From an optimization exercise on the open Yosys and OpenROAD flow, aimed at small area, a short achievable clock period and few clock cycles per item; shortcuts taken in it are not production practice.
In this exercise RTL edits were held to simulation tests only and were not proved equivalent to the original.
Power and IR drop assume default switching activity.

$ cat design.v
module cbus_rx (
    input  wire       clk,
    input  wire       rst,           
    input  wire       cfg_valid,
    input  wire [7:0] cfg_addr,
    input  wire       cfg_domain,    
    output reg        map_fault,
    input  wire       short_form,    
    input  wire       in_valid,
    input  wire [7:0] in_data,
    input  wire       in_last,
    output reg        in_ready,
    output reg        out_valid,
    input  wire       out_ready,
    output reg  [2:0] out_type,
    output reg  [7:0] out_ack_char,
    output reg        out_monitored,
    output reg        out_ok,
    output reg        out_domain,
    output reg  [7:0] out_csum,
    output reg  [5:0] out_len,
    output reg  [3:0] out_nsubs,
    output reg  [7:0] out_id,
    output reg  [7:0] out_group,
    output reg  [7:0] out_param,
    output reg        out_has_param
);
    localparam integer CAP = 32;
    localparam [7:0] CH_CR          = 8'h0D;
    localparam [7:0] CH_LF          = 8'h0A;
    localparam [7:0] CH_STX         = 8'h5C;
    localparam [7:0] CH_ACK         = 8'h2E;
    localparam [7:0] CH_NAK         = 8'h23;
    localparam [7:0] CH_NAK_CORRUPT = 8'h24;
    localparam [7:0] CH_NAK_NOCLOCK = 8'h25;
    localparam [7:0] CH_NAK_TOOLONG = 8'h27;
    localparam [2:0] AT_NONE = 3'd5;
    localparam [2:0] AT_TWO  = 3'd3;
    localparam [7:0] ROUTE_DIV = 8'd9;
    localparam [7:0] LIGHT_ON        = 8'h79;
    localparam [7:0] LIGHT_OFF       = 8'h01;
    localparam [7:0] LIGHT_TERMINATE = 8'h09;
    localparam [7:0] TRIG_EVENT      = 8'h02;
    localparam [7:0] TRIG_MIN        = 8'h01;
    localparam [7:0] TRIG_MAX        = 8'h79;
    localparam [7:0] TRIG_KILL       = 8'h09;
    localparam [2:0] T_ACK          = 3'd0;
    localparam [2:0] T_NAK          = 3'd1;
    localparam [2:0] T_NAK_CORRUPT  = 3'd2;
    localparam [2:0] T_NAK_NOCLOCK  = 3'd3;
    localparam [2:0] T_NAK_TOOLONG  = 3'd4;
    localparam [2:0] T_FRAME        = 3'd5;
    localparam [2:0] T_SUB          = 3'd6;
    localparam [2:0] P_IDLE = 3'd0;
    localparam [2:0] P_STX  = 3'd1;
    localparam [2:0] P_ACKP = 3'd2;
    localparam [2:0] P_HIGH = 3'd3;
    localparam [2:0] P_LOW  = 3'd4;
    localparam [2:0] S_RUN      = 3'd0;   
    localparam [2:0] S_PEEK     = 3'd1;   
    localparam [2:0] S_LOCATE   = 3'd2;   
    localparam [2:0] S_VALIDATE = 3'd3;   
    localparam [2:0] S_HDR      = 3'd4;   
    localparam [2:0] S_EMIT     = 3'd5;   
    localparam [2:0] S_REPLY    = 3'd6;   
    reg [2:0] state;
    reg [2:0] phase;
    reg [7:0] prev;
    reg [7:0] buf_mem [0:CAP-1];
    reg [5:0] len;
    reg [7:0] sum;
    reg       map_bound [0:255];
    reg       map_dom   [0:255];
    reg       monitored;
    reg       dec_ok;
    reg       dec_dom;
    reg [6:0] dpos;
    reg [6:0] start_pos;
    reg [3:0] nsubs;
    reg [2:0] reply_type;
    reg [7:0] reply_char;
    integer i;
    function is_hex(input [7:0] c);
        is_hex = (c >= 8'h30 && c <= 8'h39) || (c >= 8'h41 && c <= 8'h46);
    endfunction
    function [3:0] hexval(input [7:0] c);
        if (c >= 8'h41) hexval = c[3:0] + 4'd9;
        else            hexval = c[3:0];
    endfunction
    function [7:0] rd(input [6:0] idx);
        if (idx < 7'd32) rd = buf_mem[idx[4:0]];
        else           rd = 8'h00;
    endfunction
    function [1:0] short_len(input dom, input [7:0] id);
        if (!dom) begin
            if (id == LIGHT_ON || id == LIGHT_OFF || id == LIGHT_TERMINATE) short_len = 2'd1;
            else if ((id & 8'h87) == 8'h02)                                 short_len = 2'd2;
            else                                                            short_len = 2'd0;
        end else begin
            if (id == TRIG_MIN || id == TRIG_MAX || id == TRIG_KILL)        short_len = 2'd1;
            else if (id == TRIG_EVENT)                                      short_len = 2'd2;
            else                                                            short_len = 2'd0;
        end
    endfunction
    wire [6:0] end_pos = {1'b0, len} - 7'd1;    
    reg [7:0] loc_q;
    reg [6:0] loc_route;
    reg [7:0] loc_app;
    reg [6:0] loc_off;
    reg       loc_ok;
    always @(*) begin
        loc_q     = 8'd0;
        loc_route = 7'd0;
        loc_app   = 8'h00;
        loc_off   = 7'd0;
        loc_ok    = 1'b0;
        if (len != 6'd0) begin
            if (!monitored) begin
                if (buf_mem[0][2:0] == AT_NONE) begin
                    loc_app = rd(7'd1);
                    loc_off = 7'd3;
                    loc_ok  = (7'd1 < end_pos) && (loc_off <= end_pos);
                end else if (buf_mem[0][2:0] == AT_TWO) begin
                    loc_q     = rd(7'd2) / ROUTE_DIV;
                    loc_route = loc_q[6:0];
                    loc_app   = rd(7'd3 + loc_route);
                    loc_off   = 7'd5 + loc_route;
                    loc_ok    = (7'd2 < end_pos) && (7'd3 + loc_route < end_pos) &&
                                (loc_off <= end_pos);
                end else begin
                    loc_ok = 1'b0;                
                end
            end else if (!short_form) begin
                loc_q     = rd(7'd3) / ROUTE_DIV;
                loc_route = loc_q[6:0];
                loc_app   = rd(7'd2);
                loc_off   = 7'd4 + loc_route;
                loc_ok    = (7'd3 < end_pos) && (loc_off <= end_pos);
            end else begin
                loc_app = rd(7'd0);
                loc_off = 7'd2;
                loc_ok  = (7'd0 < end_pos) && (loc_off <= end_pos);
            end
        end
    end
    wire [7:0] w_id    = rd(dpos);
    wire       w_long  = w_id[7];
    wire [1:0] w_k     = short_len(dec_dom, w_id);
    wire [6:0] w_size  = w_long ? (7'd1 + {2'b00, w_id[4:0]}) : (7'd1 + {5'b0, w_k});
    wire [6:0] w_next  = dpos + w_size;
    wire       w_done  = (dpos >= end_pos);
    wire       w_bad   = (!w_long && w_k == 2'd0) || (w_next > end_pos);
    wire [7:0] c    = in_data;
    wire       c_hx = is_hex(c);
    always @(*) begin
        case (state)
            S_RUN:   in_ready = 1'b1;
            S_PEEK:  in_ready = (in_data == CH_LF);
            default: in_ready = 1'b0;
        endcase
    end
    always @(*) begin
        out_valid     = 1'b0;
        out_type      = T_FRAME;
        out_ack_char  = reply_char;
        out_monitored = monitored;
        out_ok        = dec_ok;
        out_domain    = dec_dom;
        out_csum      = 8'h00 - sum;
        out_len       = len;
        out_nsubs     = nsubs;
        out_id        = w_id;
        out_group     = rd(dpos + 7'd1);
        out_param     = (w_k == 2'd2) ? rd(dpos + 7'd2) : 8'h00;
        out_has_param = (w_k == 2'd2);
        case (state)
            S_REPLY: begin
                out_valid = 1'b1;
                out_type  = reply_type;
            end
            S_HDR: begin
                out_valid = 1'b1;
                out_type  = T_FRAME;
            end
            S_EMIT: begin
                out_valid = !w_done && !w_long;
                out_type  = T_SUB;
            end
            default: ;
        endcase
    end
    always @(posedge clk) begin
        if (rst) begin
            map_fault <= 1'b0;
            for (i = 0; i < 256; i = i + 1) begin
                map_bound[i] <= 1'b0;
                map_dom[i]   <= 1'b0;
            end
        end else if (cfg_valid && !map_fault) begin
            if (!map_bound[cfg_addr]) begin
                map_bound[cfg_addr] <= 1'b1;
                map_dom[cfg_addr]   <= cfg_domain;
            end else if (map_dom[cfg_addr] != cfg_domain) begin
                map_fault <= 1'b1;
            end
        end
    end
    always @(posedge clk) begin
        if (rst) begin
            state      <= S_RUN;
            phase      <= P_IDLE;
            prev       <= 8'h00;
            len        <= 6'd0;
            sum        <= 8'h00;
            monitored  <= 1'b0;
            dec_ok     <= 1'b0;
            dec_dom    <= 1'b0;
            dpos       <= 7'd0;
            start_pos  <= 7'd0;
            nsubs      <= 4'd0;
            reply_type <= T_ACK;
            reply_char <= 8'h00;
        end else begin
            case (state)
                S_RUN: if (in_valid) begin
                    prev <= c;
                    case (phase)
                        P_IDLE: begin
                            len <= 6'd0;
                            sum <= 8'h00;
                            if (c == CH_STX)   phase <= P_STX;
                            else if (c_hx)     phase <= P_LOW;
                            else               phase <= P_ACKP;
                        end
                        P_STX: begin
                            if (c_hx) phase <= P_LOW;
                            else      phase <= P_IDLE;
                        end
                        P_ACKP: begin
                            phase <= P_IDLE;
                            reply_char <= prev;
                            if (c == CH_ACK) begin
                                reply_type <= T_ACK;
                                state      <= S_REPLY;
                            end else if (c == CH_NAK) begin
                                reply_type <= T_NAK;
                                state      <= S_REPLY;
                            end else if (c == CH_NAK_CORRUPT) begin
                                reply_type <= T_NAK_CORRUPT;
                                state      <= S_REPLY;
                            end else if (c == CH_NAK_NOCLOCK) begin
                                reply_type <= T_NAK_NOCLOCK;
                                state      <= S_REPLY;
                            end else if (c == CH_NAK_TOOLONG) begin
                                reply_type <= T_NAK_TOOLONG;
                                state      <= S_REPLY;
                            end
                        end
                        P_HIGH: begin
                            if (c_hx) begin
                                phase <= P_LOW;
                            end else if (c == CH_CR) begin
                                phase     <= P_IDLE;
                                monitored <= 1'b0;
                                state     <= in_last ? S_LOCATE : S_PEEK;
                            end else begin
                                phase <= P_IDLE;
                            end
                        end
                        P_LOW: begin
                            if (c_hx && len < 6'd32) begin
                                buf_mem[len[4:0]] <= {hexval(prev), hexval(c)};
                                len   <= len + 6'd1;
                                sum   <= sum + {hexval(prev), hexval(c)};
                                phase <= P_HIGH;
                            end else begin
                                phase <= P_IDLE;
                            end
                        end
                        default: phase <= P_IDLE;
                    endcase
                end
                S_PEEK: if (in_valid) begin
                    if (in_data == CH_LF) begin
                        monitored <= 1'b1;
                        prev      <= CH_LF;
                    end
                    state <= S_LOCATE;
                end
                S_LOCATE: begin
                    nsubs     <= 4'd0;
                    dpos      <= loc_off;
                    start_pos <= loc_off;
                    dec_dom   <= map_dom[loc_app];
                    if (loc_ok && map_bound[loc_app] && !map_fault) begin
                        dec_ok <= 1'b1;
                        state  <= S_VALIDATE;
                    end else begin
                        dec_ok <= 1'b0;
                        state  <= S_HDR;
                    end
                end
                S_VALIDATE: begin
                    if (w_done) begin
                        state <= S_HDR;
                    end else if (w_bad) begin
                        dec_ok <= 1'b0;
                        nsubs  <= 4'd0;
                        state  <= S_HDR;
                    end else begin
                        if (!w_long) nsubs <= nsubs + 4'd1;
                        dpos <= w_next;
                    end
                end
                S_HDR: if (out_ready) begin
                    dpos <= start_pos;
                    if (dec_ok && nsubs != 4'd0) state <= S_EMIT;
                    else                         state <= S_RUN;
                end
                S_EMIT: begin
                    if (w_done)                       state <= S_RUN;
                    else if (w_long || out_ready)     dpos  <= w_next;
                end
                S_REPLY: if (out_ready) state <= S_RUN;
                default: state <= S_RUN;
            endcase
        end
    end
endmodule
$ cat run.sh
#!/bin/bash
# synth_recipe.tcl (not shown) runs the flow's synth.tcl, then flattens the netlist and writes it again
# the make line also repeats each setting of config.mk as NAME=value (left out here)
make -C /OpenROAD-flow-scripts/flow DESIGN_CONFIG=/design/flow/config.mk WORK_HOME=/design/flow/orfs CLKGATE_MAP_FILE= SYNTH_SCRIPT=/design/flow/synth_recipe.tcl finish
$ cat config.mk
export PLATFORM = sky130hd
export DESIGN_NAME = cbus_rx
export DESIGN_NICKNAME = cbus_rx
export VERILOG_FILES = /design/flow/design.v
export SDC_FILE = /design/flow/constraint.sdc
export NUM_CORES = 4
export LEC_CHECK = 0
export CAP_MARGIN = 20
export CORE_MARGIN = 2
export CORE_UTILIZATION = 40
export SLEW_MARGIN = 20
$ cat constraint.sdc
create_clock -name core_clock -period 10.0 [get_ports {clk}]
set_input_delay 2.0000 -clock core_clock [delete_from_list [all_inputs] [get_ports {clk}]]
set_output_delay 2.0000 -clock core_clock [all_outputs]
set_load 0.01 [all_outputs]
==> run notes <==
==> power by group <==
| group | internal [mW] | switching [mW] |
|---|---|---|
| logic | 0.793 | 1.04 |
| registers | 3.78 | 0.111 |
| clock network | 2.04 | 1.51 |
==> cells in the final DEF (no fill, tap or decap), types with 56 or more instances in the layout <==
| cell type | count |
|---|---|
| a21oi_1 | 145 |
| buf_4 | 123 |
| clkbuf_16 | 95 |
| clkdlybuf4s50_1 | 78 |
| dfxtp_1 | 317 |
| edfxtp_1 | 512 |
| ha_1 | 73 |
| inv_1 | 162 |
| mux2i_1 | 120 |
| mux4_2 | 443 |
| nand2_1 | 468 |
| nand3_1 | 217 |
| nor2_1 | 437 |
| nor3_1 | 56 |
| o211ai_1 | 59 |
| o21ai_0 | 388 |
| o22ai_1 | 122 |
| o2bb2ai_1 | 143 |
==> flip-flops by register name, indices dropped and copies added, names as in the netlist, named ones only <==
| register | count |
|---|---|
| start_pos | 6 |
| dec_ok | 1 |
| nsubs | 4 |
| state | 3 |
| phase | 3 |
| prev | 8 |
| map_dom | 256 |
| reply_char | 8 |
| map_fault | 1 |
| reply_type | 3 |
| len | 6 |
| buf_mem | 256 |
| dpos | 7 |
| sum | 8 |
| monitored | 1 |
| dec_dom | 1 |
| map_bound | 256 |
==> cell type report <==
cell class                 count  area (um^2)  share of cell area [%]
antenna                        2         5.00                 0.00897
clock buffer                 106         2440                    4.38
clock inverter                60          644                    1.15
inverter                     171          649                    1.16
multi-input combinational   3198        26400                    47.2
sequential                   833        21800                    39.1
tap                         1650         2060                    3.70
timing repair buffer         209         1820                    3.26
==> path summary, 6_finish.rpt <==
| path | startpoint | endpoint | slack [ns] |
|---|---|---|---|
| setup / recovery | buf_mem[2][2] | state[1] | 0.85 |
| hold / removal | reply_char[2] | reply_char[2] | 0.46 |
| setup reg to reg | buf_mem[2][2] | state[1] | 0.85 |
| hold reg to reg | reply_char[2] | reply_char[2] | 0.46 |
==> synth_stat cells, types with 9 or more instances <==
library cell and number:
edfxtp_1 512, nand2_1 475, nor2_1 448, mux4_2 443
o21ai_0 388, clkbuf_1 338, dfxtp_1 321, nand3_1 218
inv_1 164, a21oi_1 145, o2bb2ai_1 143, o22ai_1 122
mux2i_1 120, buf_2 74, ha_1 74, o211ai_1 59
nor3_1 56, buf_1 47, nor2b_1 35, nand4_1 33
xnor2_1 33, nand2b_1 32, a31oi_1 25, xor2_1 24
a211oi_1 22, a32oi_1 18, a21o_1 16, and3_1 16
o31ai_1 15, nor4_1 13, a22oi_1 12, o21a_1 12
a32o_1 11, buf_4 11, a311oi_1 10, nand3b_1 9
==> per-stage QoR <==
stage,cells,total power [mW]
3_3_place_gp,6059,5.73
5_1_grt,6228,9.54
4_1_cts,6226,9.28
2_1_floorplan,4678,5.11
3_5_place_dp,6060,5.76
6_report,6229,9.28
==> worst reg2reg max path: stages (launching register included) <==
cell and delay, ns:
edfxtp_1 0.85, or3b_1 0.42, a31oi_1 0.19, a31oi_1 0.08
and2_1 0.20, ha_1 0.23, o311a_1 0.14, o211ai_1 0.12
nor2b_1 0.33, a32oi_4 0.23, nor3_4 0.26, inv_2 0.06
ha_1 0.76, buf_4 0.41, nor2_1 0.17, a22oi_1 0.18
mux2_1 0.16, o2111ai_1 0.28, a21oi_2 0.82, nand2_4 0.61
nor2_2 0.72, o211ai_1 0.22, a32o_1 0.29, a2111oi_1 0.46
nor4_1 0.12, a32oi_1 0.45, nor3_2 0.12, o21a_1 0.22
==> cell families (layout without fill, tap and decap cells) <==
| logic type | after synthesis | after routing | synth area share, % |
|---|---|---|---|
| AOI/OAI and AO/OA | 1099 | 1099 | 14.2 |
| xor gates and xnor gates | 57 | 57 | 0.988 |
| adders and majority gates | 78 | 78 | 1.95 |
| buffers and inverters | 647 | 546 | 5.16 |
| DFF | 833 | 833 | 43.1 |
| muxes | 574 | 574 | 22.4 |
| other | 1 | 3 | 0.00742 |
| and+or+nand+nor | 1389 | 1389 | 12.2 |
==> metal layers <==
layer	GRT usage [%]	wire, um	vias up
li1	-	-	17436
met3	6.12	21200	395
met1	37.3	69800	20705
met4	10.4	6740	8
met2	40.0	77900	2696
met5	0	69	-
==> impl_metrics.ini <==
[die]
core_um2 = 126000
rows = 130
die_w_um = 359
floorplan.die_area_um2 = 129000
die_h_um = 359
start_util_pct = 40.2
ios = 84

[worst_setup_path]
cp-end-kind = flop
crit_path_max_incr_delay_ns = 0.85
worst-setup-path-type = reg -> reg
cp_num_cells = 27
critical_path_buf_inv_count = 2
path_max_fanout = 50
crit_required_ns = 10.61
worstPathArrival_ns = 9.76
critPathTopFamily = compound AO/OA/AOI/OAI gates
crit_path_top_delay_cell = edfxtp_1
worst-r2r-cell-count = 27
cp-start-kind = flop

[clock_network]
cts_resized = 0
clockBufferDepth = 3
cts_tree = built
hold_buffers = 0
clk_latency_ns = 0.72
cts_setup_buffers = 0
clk_pin_slew_ns = 0.06
cts_made_buffers = 91
cts-root-buf = clkbuf_16
htreeDepth = 3
cts_sinks = 833

[global_route]
antenna_found_initial = 9
grt_pass1_vias = 39388
grt_use_total_pct = 26.6
grt_pass1_wl_mm = 262
grt.overflow.total = 0
grt_max_degree = 201

[worst_hold_path]
hold-path-cell-count = 2
hold_class = reg -> reg

[sta]
setup-tns-final_ns = 0
slew_viol_final = 0
slew_headroom_pct = 19.2
setup_viol = 0
fmax_ghz = 0.109
holdWs_ns = 0.462
fin_skew_ns = 0.0383
worst_slack_ns = 0.850
finalCritPeriodShare_pct = 91.5
period_needed_ns = 9.15
hold_viol = 0
rsz0062_at_grt = false
worstMarginPinSlew_ns = 1.20

[yosys]
synth_fp_nets = 4778
synthArstFlopShare_pct = 0
synth-seq-area-share_pct = 43.1
synth-seq-cells = 833
synth_area_um2 = 50500
synth_top_area_share_pct = 30.4
synthTopCellsByArea = edfxtp_1 (30%), mux4_2 (20%), dfxtp_1 (13%)
yosysWarnings = 1
ys_types = 97
synth.avg_cell_area_um2 = 10.8
synth_top_area_cell = edfxtp_1
netlist_instances = 4678
synth_edf_count = 512
synthFlopType = edfxtp_1

[placed_design]
portBuffers = 83
placed_cell_area_um2 = 52700
pre_cts_ws_ns = 0.972
post-dp-hpwl_mm = 113
gp_congestion = 0.917

[layout]
utilization_pct = 44.4
layout-drive-gt1-share_pct = 17.7
area_delta_synth_final_pct = 10.4
nets = 4604
final_cell_area_um2 = 55800
n_fill_cell = 11594

[detailed_routing]
ant_nets = 0
postRouteWirelength_mm = 176
routed-via-count = 41240
post-route-drc-count = 0
drt_iter0_markers = 6181
wl_per_cell_um = 28.2
firstDrtPassIters = 8
via_per_inst = 6.62

[pwr]
powerDensity_nw_per_um2 = 166
ir_drop_uv = 149
p_leak_nw = 18.1

[status]
status = complete, no violations

[flow_run]
drv_cap = 0
Testbench counts, summed over its fixed seeds: cycles 71,878, chars 54,986.

[re-timing with driven ports]
In the flow no input, the clock included, has a driving cell. The finished layout below was timed again as built, in two steps. Step 1 (the two cells are an assumption about what drives the block):
set clk [get_ports {clk}]
set_driving_cell -lib_cell sky130_fd_sc_hd__clkbuf_16 $clk
set_driving_cell -lib_cell sky130_fd_sc_hd__buf_2 [delete_from_list [all_inputs] $clk]
Step 2 adds t to the input delays and takes it off the output delays; t is the mean of the earliest and latest rising clock arrival at the registers after step 1. Input paths then give back, and output paths get back, about the clock's delay inside the block. a / b / c = ideal ports / drivers / drivers and shift; a / b = the first two.
shift t [ns]: 0.774
setup WS [ns]: 0.850 / 0.850 / 0.850
worst setup path at the end: register to register
cell pins on the clock port's net: 1
After both steps this run still meets setup and hold. The setup slack of this run moves by 0.000 ns with the drivers and by 0.000 ns with both steps.
